This is an optimization exercise on Yosys and OpenROAD, whose aim is small area, a short achievable clock period and few clock cycles, not a production implementation.
The RTL was checked by simulation tests, not by an equivalence proof against the original design.
No activity file was given, so power comes from the tool's default toggle rates.

==> flow/design.v <==
module tdm_deframer (
    input  wire        clk,
    input  wire        rst,           
    input  wire        ev_valid,
    output wire        ev_ready,
    input  wire [7:0]  ev_hdr,
    input  wire [31:0] ev_pos,
    input  wire [31:0] ev_payload,
    output reg  [1:0]  want,          
    output wire        fatal,
    output wire        rec_valid,
    input  wire        rec_ready,
    output reg  [4:0]  rec_cls,
    output reg         rec_line,
    output reg  [3:0]  rec_slot,
    output reg  [3:0]  rec_field,
    output reg  [19:0] rec_value,
    output reg  [4:0]  rec_width,
    output reg  [31:0] rec_start,
    output reg  [31:0] rec_end
);
    localparam [2:0] K_FALL  = 3'd1,
                     K_RISE  = 3'd2,
                     K_END   = 3'd3,
                     K_RESET = 3'd4,
                     K_SETUP = 3'd6;
    localparam [2:0] PH_UNCONF    = 3'd0,
                     PH_AWAIT_1ST = 3'd1,
                     PH_AWAIT_FAL = 3'd2,
                     PH_AWAIT_RIS = 3'd3,
                     PH_ENDED     = 3'd4,
                     PH_CFG_ERR   = 3'd5;
    localparam [3:0] F_BIT = 4'd0, F_SLOTRAW = 4'd1, F_READY = 4'd2,
                     F_VALID = 4'd3, F_RSV = 4'd4, F_CODEC = 4'd5,
                     F_RW = 4'd6, F_ADDR = 4'd7, F_DATA = 4'd8, F_RAW = 4'd9;
    localparam [4:0] CLS_ERROR = 5'd31;
    reg  [2:0]  phase;
    reg  [31:0] last_pos;
    reg         last_pos_vld;
    reg         lat_out, lat_in;
    reg         hl;             
    reg         hl_sync, hl_first;
    reg         hb;             
    reg  [31:0] b_pos;
    reg         b_sync, b_first, b_lo, b_li;
    reg  [31:0] p_cur;          
    reg         sync_prev;
    reg         frame_act;
    reg  [3:0]  slot_k;
    reg  [4:0]  slot_j;
    reg  [19:0] sr_out, sr_in;
    reg  [11:0] valid_out, valid_in;
    reg  [31:0] pos_s;          
    reg  [31:0] cap_a;          
    reg  [31:0] cap_b;          
    reg  [31:0] cap_c;          
    reg         bit_ph;         
    reg         sv;             
    reg  [3:0]  em_ptr;
    reg  [3:0]  em_k;
    assign fatal = (phase == PH_CFG_ERR);
    always @(*) begin
        case (phase)
            PH_AWAIT_1ST, PH_AWAIT_RIS: want = 2'd2;
            PH_AWAIT_FAL:               want = 2'd1;
            default:                    want = 2'd0;
        endcase
    end
    assign ev_ready = !(hb && hl);
    wire [2:0] kind     = ev_hdr[2:0];
    wire       hdr_rsvd = (kind == 3'd0) || (kind == 3'd7) || ev_hdr[7];
    wire       pos_ok   = !last_pos_vld || (ev_pos > last_pos);
    wire       ev_take  = ev_valid && ev_ready && !hdr_rsvd;
    wire do_setup = ev_take && (kind == K_SETUP);
    wire do_reset = ev_take && (kind == K_RESET) && (phase != PH_CFG_ERR);
    wire do_end   = ev_take && (kind == K_END) &&
                    (phase != PH_UNCONF) && (phase != PH_CFG_ERR);
    wire do_fall  = ev_take && (kind == K_FALL) && (phase == PH_AWAIT_FAL) && pos_ok;
    wire do_rise1 = ev_take && (kind == K_RISE) && (phase == PH_AWAIT_1ST) && pos_ok;
    wire do_rise  = ev_take && (kind == K_RISE) && (phase == PH_AWAIT_RIS) && pos_ok;
    wire        h_v     = hb || hl;
    wire [31:0] h_pos   = hb ? b_pos   : last_pos;
    wire        h_sync  = hb ? b_sync  : hl_sync;
    wire        h_first = hb ? b_first : hl_first;
    wire        h_lo    = hb ? b_lo    : lat_out;
    wire        h_li    = hb ? b_li    : lat_in;
    wire pop   = !sv && h_v && (h_first || (bit_ph && rec_ready));
    wire pop_b = pop && hb;
    wire pop_l = pop && !hb;
    wire move  = hl && (!hb || pop_b) && !pop_l;
    wire       start   = !sync_prev && h_sync;
    wire       acc     = start || (frame_act && (slot_k != 4'd13));
    wire [4:0] acc_j   = start ? 5'd0 : slot_j;
    wire [3:0] acc_k   = start ? 4'd0 : slot_k;
    wire [4:0] acc_jn  = acc_j + 5'd1;
    wire [4:0] acc_w   = (acc_k == 4'd0) ? 5'd16 : 5'd20;
    wire       acc_cmp = (acc_jn == acc_w);
    wire [19:0] sr_out_n = {sr_out[18:0], h_lo};
    wire [19:0] sr_in_n  = {sr_in[18:0],  h_li};
    wire       cap_b_at = (acc_k == 4'd0) ? (acc_jn == 5'd13) :
                          (acc_k == 4'd1) ? (acc_jn == 5'd8)  :
                          (acc_k == 4'd2) && (acc_jn == 5'd16);
    wire        em_last;
    reg        nx_present;
    reg  [3:0] em_ptr_nx;
    always @(posedge clk) begin
        if (do_setup) begin
            phase        <= (ev_payload[3:0] == 4'hf) ? PH_AWAIT_1ST : PH_CFG_ERR;
            last_pos_vld <= 1'b0;
        end
        if (do_reset) begin
            phase        <= (phase == PH_UNCONF) ? PH_UNCONF : PH_AWAIT_1ST;
            last_pos_vld <= 1'b0;
        end
        if (do_end) begin
            phase        <= PH_ENDED;
            last_pos_vld <= 1'b0;
        end
        if (do_fall) begin
            lat_out      <= ev_hdr[4];
            lat_in       <= ev_hdr[5];
            phase        <= PH_AWAIT_RIS;
        end
        if (do_rise1 || do_rise)
            phase        <= PH_AWAIT_FAL;
        if (do_fall || do_rise1 || do_rise) begin
            last_pos     <= ev_pos;
            last_pos_vld <= 1'b1;
        end
        if (move) begin
            b_pos   <= last_pos;
            b_sync  <= hl_sync;
            b_first <= hl_first;
            b_lo    <= lat_out;
            b_li    <= lat_in;
        end
        if (do_rise1 || do_rise) begin
            hl_sync  <= ev_hdr[3];
            hl_first <= do_rise1;
        end
        hb <= move || (hb && !pop_b);
        hl <= do_rise1 || do_rise || (hl && !move && !pop_l);
        if (!sv && h_v && !h_first && rec_ready)
            bit_ph <= !bit_ph;
        if (sv && rec_ready && em_last)
            sv <= 1'b0;
        else if (sv && rec_ready)
            em_ptr <= em_ptr_nx;
        if (pop) begin
            p_cur     <= h_pos;
            sync_prev <= h_sync;
            if (h_first) begin
                frame_act <= 1'b0;
            end else begin
                if (start)
                    frame_act <= 1'b1;
                sv     <= acc && acc_cmp;
                em_ptr <= 4'd2;
                em_k   <= acc_k;
                if (acc) begin
                    sr_out <= sr_out_n;
                    sr_in  <= sr_in_n;
                    if (acc_j == 5'd0)   pos_s <= p_cur;
                    if (acc_jn == 5'd1)  cap_a <= h_pos;
                    if (cap_b_at)        cap_b <= h_pos;
                    if (acc_jn == 5'd14) cap_c <= h_pos;
                    if (acc_cmp) begin
                        slot_j <= 5'd0;
                        slot_k <= acc_k + 4'd1;
                        if (acc_k == 4'd0) begin
                            valid_out <= sr_out_n[14:3];
                            valid_in  <= sr_in_n[14:3];
                        end
                    end else begin
                        slot_j <= acc_jn;
                        slot_k <= acc_k;
                    end
                end
            end
        end
        if (rst) begin
            phase        <= PH_UNCONF;
            last_pos_vld <= 1'b0;
            hb           <= 1'b0;
            hl           <= 1'b0;
            bit_ph       <= 1'b0;
            sv           <= 1'b0;
        end
    end
    wire [19:0] v_out = (em_k == 4'd0) ? {4'd0, sr_out[15:0]} : sr_out;
    wire [19:0] v_in  = (em_k == 4'd0) ? {4'd0, sr_in[15:0]}  : sr_in;
    wire        vb_out = valid_out[4'd12 - em_k];
    wire        vb_in  = valid_in[4'd12 - em_k];
    function [4:0] routine_mask;
        input        line;
        input [3:0]  k;
        input [19:0] v;
        input        vb;
        begin
            if (k == 4'd0)
                routine_mask = {1'b1, v[2], 3'b111};
            else if (!vb)
                routine_mask = 5'b00000;
            else if (k == 4'd1 && !line)
                routine_mask = {1'b0, (v[11:0] != 12'd0), 3'b111};
            else if (k == 4'd1)
                routine_mask = {(v[11:0] != 12'd0), 1'b1, 1'b1, v[19], 1'b1};
            else if (k == 4'd2)
                routine_mask = {2'b00, (v[3:0] != 4'd0), 2'b11};
            else
                routine_mask = 5'b00001;
        end
    endfunction
    wire [4:0]  rm_out  = routine_mask(1'b0, em_k, v_out, vb_out);
    wire [4:0]  rm_in   = routine_mask(1'b1, em_k, v_in,  vb_in);
    wire [13:0] present = {rm_in, rm_out, 4'b1100};
    integer    i;
    always @(*) begin
        nx_present = 1'b0;
        em_ptr_nx  = 4'd0;
        for (i = 13; i >= 0; i = i - 1) begin
            if (i > em_ptr && present[i]) begin
                nx_present = 1'b1;
                em_ptr_nx  = i[3:0];
            end
        end
    end
    assign em_last = !nx_present;
    assign rec_valid = sv || (h_v && !h_first);
    reg        r_line;
    reg [2:0]  r_idx;
    reg [3:0]  r_off;
    reg [19:0] r_v;
    always @(*) begin
        r_line = (em_ptr >= 4'd9) || (em_ptr == 4'd3);
        r_off  = (em_ptr >= 4'd9) ? em_ptr - 4'd9 : em_ptr - 4'd4;
        r_idx  = r_off[2:0];
        r_v    = r_line ? v_in : v_out;
        rec_line  = r_line;
        rec_cls   = 5'd0;
        rec_slot  = em_k;
        rec_field = F_BIT;
        rec_value = 20'd0;
        rec_width = 5'd1;
        rec_start = pos_s;
        rec_end   = p_cur;
        if (!sv) begin
            rec_line  = bit_ph;
            rec_cls   = {4'd0, bit_ph};
            rec_slot  = 4'd15;
            rec_field = F_BIT;
            rec_value = {19'd0, bit_ph ? h_li : h_lo};
            rec_width = 5'd1;
            rec_start = p_cur;
            rec_end   = h_pos;
        end else if (em_ptr <= 4'd3) begin
            rec_cls   = {4'd1, r_line};
            rec_field = F_SLOTRAW;
            rec_value = r_v;
            rec_width = (em_k == 4'd0) ? 5'd16 : 5'd20;
        end else begin
            rec_cls = 5'd4 + (r_line ? 5'd13 : 5'd0) + {1'b0, em_k};
            if (em_k == 4'd0) begin
                case (r_idx)
                    3'd0: begin rec_field = F_READY; rec_value = {19'd0, r_v[15]};
                                rec_width = 5'd1;  rec_start = pos_s; rec_end = cap_a; end
                    3'd1: begin rec_field = F_VALID; rec_value = {8'd0, r_v[14:3]};
                                rec_width = 5'd12; rec_start = cap_a; rec_end = cap_b; end
                    3'd2: begin rec_field = F_RSV;   rec_value = {19'd0, r_v[2]};
                                rec_width = 5'd1;  rec_start = cap_b; rec_end = cap_c; end
                    3'd3: begin rec_cls = CLS_ERROR;
                                rec_field = F_RSV;   rec_value = {19'd0, r_v[2]};
                                rec_width = 5'd1;  rec_start = cap_b; rec_end = cap_c; end
                    default: begin rec_field = F_CODEC; rec_value = {18'd0, r_v[1:0]};
                                rec_width = 5'd2;  rec_start = cap_c; rec_end = p_cur; end
                endcase
            end else if (em_k == 4'd1 && !r_line) begin
                case (r_idx)
                    3'd0: begin rec_field = F_RW;    rec_value = {19'd0, r_v[19]};
                                rec_width = 5'd1;  rec_start = pos_s; rec_end = cap_a; end
                    3'd1: begin rec_field = F_ADDR;  rec_value = {13'd0, r_v[18:12]};
                                rec_width = 5'd7;  rec_start = cap_a; rec_end = cap_b; end
                    3'd2: begin rec_field = F_RSV;   rec_value = {8'd0, r_v[11:0]};
                                rec_width = 5'd12; rec_start = cap_b; rec_end = p_cur; end
                    default: begin rec_cls = CLS_ERROR;
                                rec_field = F_RSV;   rec_value = {8'd0, r_v[11:0]};
                                rec_width = 5'd12; rec_start = cap_b; rec_end = p_cur; end
                endcase
            end else if (em_k == 4'd1) begin
                case (r_idx)
                    3'd0: begin rec_field = F_RSV;   rec_value = {19'd0, r_v[19]};
                                rec_width = 5'd1;  rec_start = pos_s; rec_end = cap_a; end
                    3'd1: begin rec_cls = CLS_ERROR;
                                rec_field = F_RSV;   rec_value = {19'd0, r_v[19]};
                                rec_width = 5'd1;  rec_start = pos_s; rec_end = cap_a; end
                    3'd2: begin rec_field = F_ADDR;  rec_value = {13'd0, r_v[18:12]};
                                rec_width = 5'd7;  rec_start = cap_a; rec_end = cap_b; end
                    3'd3: begin rec_field = F_RSV;   rec_value = {8'd0, r_v[11:0]};
                                rec_width = 5'd12; rec_start = cap_b; rec_end = p_cur; end
                    default: begin rec_cls = CLS_ERROR;
                                rec_field = F_RSV;   rec_value = {8'd0, r_v[11:0]};
                                rec_width = 5'd12; rec_start = cap_b; rec_end = p_cur; end
                endcase
            end else if (em_k == 4'd2) begin
                case (r_idx)
                    3'd0: begin rec_field = F_DATA;  rec_value = {4'd0, r_v[19:4]};
                                rec_width = 5'd16; rec_start = pos_s; rec_end = cap_b; end
                    3'd1: begin rec_field = F_RSV;   rec_value = {16'd0, r_v[3:0]};
                                rec_width = 5'd4;  rec_start = cap_b; rec_end = p_cur; end
                    default: begin rec_cls = CLS_ERROR;
                                rec_field = F_RSV;   rec_value = {16'd0, r_v[3:0]};
                                rec_width = 5'd4;  rec_start = cap_b; rec_end = p_cur; end
                endcase
            end else begin
                rec_field = F_RAW;
                rec_value = r_v;
                rec_width = 5'd20;
                rec_start = pos_s;
                rec_end   = p_cur;
            end
        end
    end
endmodule
==> flow/run.sh <==
#!/bin/bash
# synth_recipe.tcl (not shown) runs the flow's synth.tcl, then flattens the netlist and writes it again
# the make line also repeats each setting of config.mk as NAME=value (left out here)
make -C /OpenROAD-flow-scripts/flow DESIGN_CONFIG=/design/flow/config.mk WORK_HOME=/design/flow/orfs CLKGATE_MAP_FILE= SYNTH_SCRIPT=/design/flow/synth_recipe.tcl finish
==> flow/config.mk <==
export PLATFORM = sky130hd
export DESIGN_NAME = tdm_deframer
export DESIGN_NICKNAME = tdm_deframer
export VERILOG_FILES = /design/flow/design.v
export SDC_FILE = /design/flow/constraint.sdc
export NUM_CORES = 4
export LEC_CHECK = 0
export CAP_MARGIN = 20
export CORE_MARGIN = 2
export CORE_UTILIZATION = 40
export PLACE_DENSITY = 0.6
export SLEW_MARGIN = 20
==> flow/constraint.sdc <==
create_clock -name core_clock -period 10.0 [get_ports {clk}]
set_input_delay 2.0000 -clock core_clock [delete_from_list [all_inputs] [get_ports {clk}]]
set_output_delay 2.0000 -clock core_clock [all_outputs]
set_load 0.01 [all_outputs]
==> impl_metrics.py <==
metrics = {
    "outcome": {
        "outcome": "finished clean",
    },
    "final_layout": {
        "synthToLayoutAreaGrowth_pct": 17.03,
        "finalNetCount": 2257,
        "layout-drive-gt1-share_pct": 6.914,
        "final_area_um2": 22580,
        "stdcell_count": 2770,
        "antennaDiodeCount": 0,
        "final_util_pct": 47.38,
    },
    "clock_tree": {
        "postCtsResizedCells": 0,
        "cts.sinks": 323,
        "cts_buffers": 38,
        "clockBufferDepth": 3,
        "postCtsSetupBuffers": 0,
        "insertion_delay_ns": 0.58,
        "ctsRootBufferMaster": "clkbuf_16",
        "htree_levels": 2,
        "tritoncts": "yes",
        "path_clk_slew_ns": 0.06,
        "cts_hold_buf": 0,
    },
    "yosys": {
        "synthesis.area_um2": 19290,
        "muxShareOfSynthArea_pct": 2.860,
        "synth_cell_types": 79,
        "synth_top_family_by_area": "compound AO/OA/AOI/OAI gates",
        "yosys.area.top_type_share_pct": 48.41,
        "synth_xor_area_share_pct": 0.4994,
        "synthTopCellsByCount": "nand2_1 (379), edfxtp_1 (311), a21oi_1 (197), nor2_1 (173), o21ai_0 (117)",
        "synthCells": 2047,
        "yosysSeqAreaShare_pct": 49.66,
        "synth_ff_type": "edfxtp_1",
        "synth-simple-area-share_pct": 15.63,
        "synthMostInstantiatedCell": "nand2_1",
        "synthAdderAreaFrac_pct": 3.567,
        "synth_fp_nets": 2178,
        "ys_seq_elements": 323,
        "synth_edf_count": 311,
        "synthTopCellsByArea": "edfxtp_1 (48%), nand2_1 (7.4%), a21oi_1 (5.1%)",
        "async_flop_share_pct": 0,
        "synth_compound_gate_area_share_pct": 23.18,
        "synth-warning-count": 1,
        "synth_largest_area_cell": "edfxtp_1",
        "synth.avg_cell_area_um2": 9.424,
    },
    "pwr": {
        "power.density_nw_per_um2": 126.5,
        "max-vdd-ir-drop_uv": 90.32,
        "leakage_nw": 7.832,
    },
    "route": {
        "drc_errors": 0,
        "dr_total_vias": 17390,
        "ant_nets": 0,
        "m1WireLength_mm": 28.14,
        "wl_met2_mm": 29.97,
        "wl_met3_mm": 6.825,
        "first_pass_iters": 8,
        "drt_wl_total_mm": 67.87,
        "via_per_inst": 6.277,
        "drtIter0Drc": 2347,
        "avgRoutedWirePerCell_um": 24.50,
        "routed.top_layer": "met4",
    },
    "critical_path": {
        "cp_top_family": "compound AO/OA/AOI/OAI gates",
        "rr_startpoint": "hb",
        "arrival_ns": 6.11,
        "critPathLaunchType": "flop",
        "cp.buffers_inverters": 2,
        "r2r_slack_ns": 5.78,
        "worst_setup_path_end_kind": "output pin",
        "r2r_cells": 14,
        "crit_chain": "inv_1 -> ha_1 -> nor3b_4 -> o21ai_1 -> nand2_4 -> or4_1 -> o21ai_4 -> a221oi_2 -> o22a_1 -> a211oi_1 -> clkdlybuf4s50_1",
        "slowest_delay_ns": 0.92,
        "cpMaxStageDelayCell": "or4_1",
        "critPathKind": "flop to output pin",
        "crit_start": "em_ptr[0]",
        "worstPathMaxFanout": 69,
        "cp.required_ns": 8.00,
        "timing.rr.end": "valid_out[8]",
    },
    "sta": {
        "setup_viol": 0,
        "tns_ns": 0,
        "rsz0062_at_grt": "no",
        "clock.fmax_mhz": 123.3,
        "hold_violations": 0,
        "worst_pin_slew_ns": 1.164,
        "drv_slew": 0,
        "fin_ws_ns": 1.891,
        "finClkSkew_ns": 0.03467,
        "period_needed_ns": 8.109,
        "relSlewSlack_pct": 22.12,
        "period_share_pct": 81.09,
    },
    "placed_design": {
        "io_buffers": 154,
        "placed_cell_area_um2": 21380,
        "post-place-cells": 2701,
        "gp_congestion": 0.9117,
        "dp_hpwl_mm": 42.77,
        "place_ws_ns": 2.757,
    },
    "min_path": {
        "min-delay-start": "last_pos[24]",
        "holdPathStages": 0,
        "min_path_type": "flop to flop",
        "hold_end": "b_pos[24]",
    },
    "global_route": {
        "antenna_found_initial": 0,
        "overflow": 0,
        "grt_pass1_wl_mm": 101.5,
        "first_global_vias": 16570,
        "grt_max_degree": 82,
        "grt.total_usage_pct": 26.72,
    },
    "die": {
        "initial_core_util_pct": 40.49,
        "num_io_pins": 184,
        "die-area_um2": 50000,
        "fp.dieH_um": 223.6,
        "rows": 80,
        "die_x_um": 223.6,
        "core_area_um2": 47650,
    },
    "flow_run": {
        "cap_viol_max_count": 0,
    },
}
[report_power, final]
group	switching, mW	internal [mW]
sequential	0.000349	1.46
clock	0.589	0.767
combinational	0.0149	0.0235
total	0.604	2.25
[cell usage in the layout, fill, tap and decap left out, types with 7 or more instances in the layout]
| cell type | instances |
|---|---|
| clkbuf_16 | 38 |
| buf_4 | 39 |
| ha_1 | 55 |
| and2_1 | 13 |
| clkbuf_1 | 8 |
| o21a_1 | 15 |
| mux2i_1 | 36 |
| a21o_1 | 8 |
| a221oi_1 | 37 |
| o21ai_0 | 117 |
| clkinv_1 | 7 |
| nand2_1 | 379 |
| edfxtp_1 | 311 |
| nor2_1 | 164 |
| nor2b_1 | 13 |
| a31oi_1 | 53 |
| a311oi_1 | 9 |
| dfxtp_1 | 10 |
| mux2_2 | 9 |
| nor3_1 | 29 |
| nand3_1 | 28 |
| o22ai_1 | 23 |
| inv_1 | 67 |
| o211ai_1 | 22 |
| clkdlybuf4s50_1 | 154 |
| o21ai_1 | 25 |
| nand4_1 | 11 |
| a21oi_1 | 194 |
| a22oi_1 | 29 |
| o221ai_1 | 22 |
| a221o_1 | 35 |
| a211oi_1 | 38 |
[registers in the layout (all words and copies together) (netlist names), 20 cells and up]
name      flops
cap_b        32
sr_out       20
pos_s        32
cap_a        32
cap_c        32
last_pos     32
b_pos        32
p_cur        32
sr_in        20
[stage by stage]
stage,hold WS [ns],power (mW)
final,0.4439,2.856
after global routing,0.4508,2.933
after CTS,0.4456,2.877
after detailed placement,0.4317,1.530
after global placement,0.4274,1.529
after floorplan,0.4222,1.504
[area by class of cell]
| class | count | area [µm²] |
|---|---|---|
| timing repair buffer | 193 | 1834 |
| clock inverter | 22 | 202.7 |
| fill | 4484 | 25070 |
| sequential | 323 | 9584 |
| inverter | 68 | 255.2 |
| clock buffer | 47 | 994.7 |
| tap | 615 | 769.5 |
| multi-input combinational | 1502 | 8935 |
[kinds of logic after synthesis]
logic type	after synthesis
and+or+nand+nor	704
AOI/OAI and AO/OA	683
DFF	323
buffers and inverters	222
adders and majority gates	55
muxes	49
xor gates and xnor gates	11
[how the worst max path moves through the flow]
stage / slack [ns] / cells past startpoint / endpoint
finish: 1.89 / 11 / rec_end[29]
global route: 1.81 / 11 / rec_end[30]
CTS: 2.09 / 11 / rec_end[29]
detailed placement: 2.76 / 11 / rec_end[29]
global placement: 2.76 / 11 / rec_end[29]
floorplan: 2.54 / 5 / cap_a[0]
[routing by layer]
metal / vias to the layer above / global-route usage (%)
met1: 8294 / 37.01
met5: - / 0
met3: 221 / 4.801
li1: 7837 / -
met4: 0 / 12.17
met2: 1036 / 40.92
Testbench counts, summed over its fixed seeds: cycles 36,275.

re-timing with driven ports:
The results above use ideal ports. As a check the final layout listed here was re-extracted and re-timed, cells and wires unchanged.
Step 1 sets driving cells, clkbuf_16 on the clock port and buf_2 on the other inputs (assumed; they add their load-dependent delay and slew).
Step 2 also shifts input and output timing later by t, the mid clock arrival at the registers, as if the neighbouring blocks saw the same clock.
a / b / c = no drivers / after step 1 / after step 2; a / b = the first two.
t (ns): 0.625
slack for setup (ns): 1.891 / 1.831 / 2.457
worst setup path at the end: register to output
slew at the worst register clock pin (ns): 0.07 / 0.07
After both steps setup and hold are still met in this run. For this run, drivers alone change the setup slack by -0.060 ns; drivers and shift together by +0.566 ns.
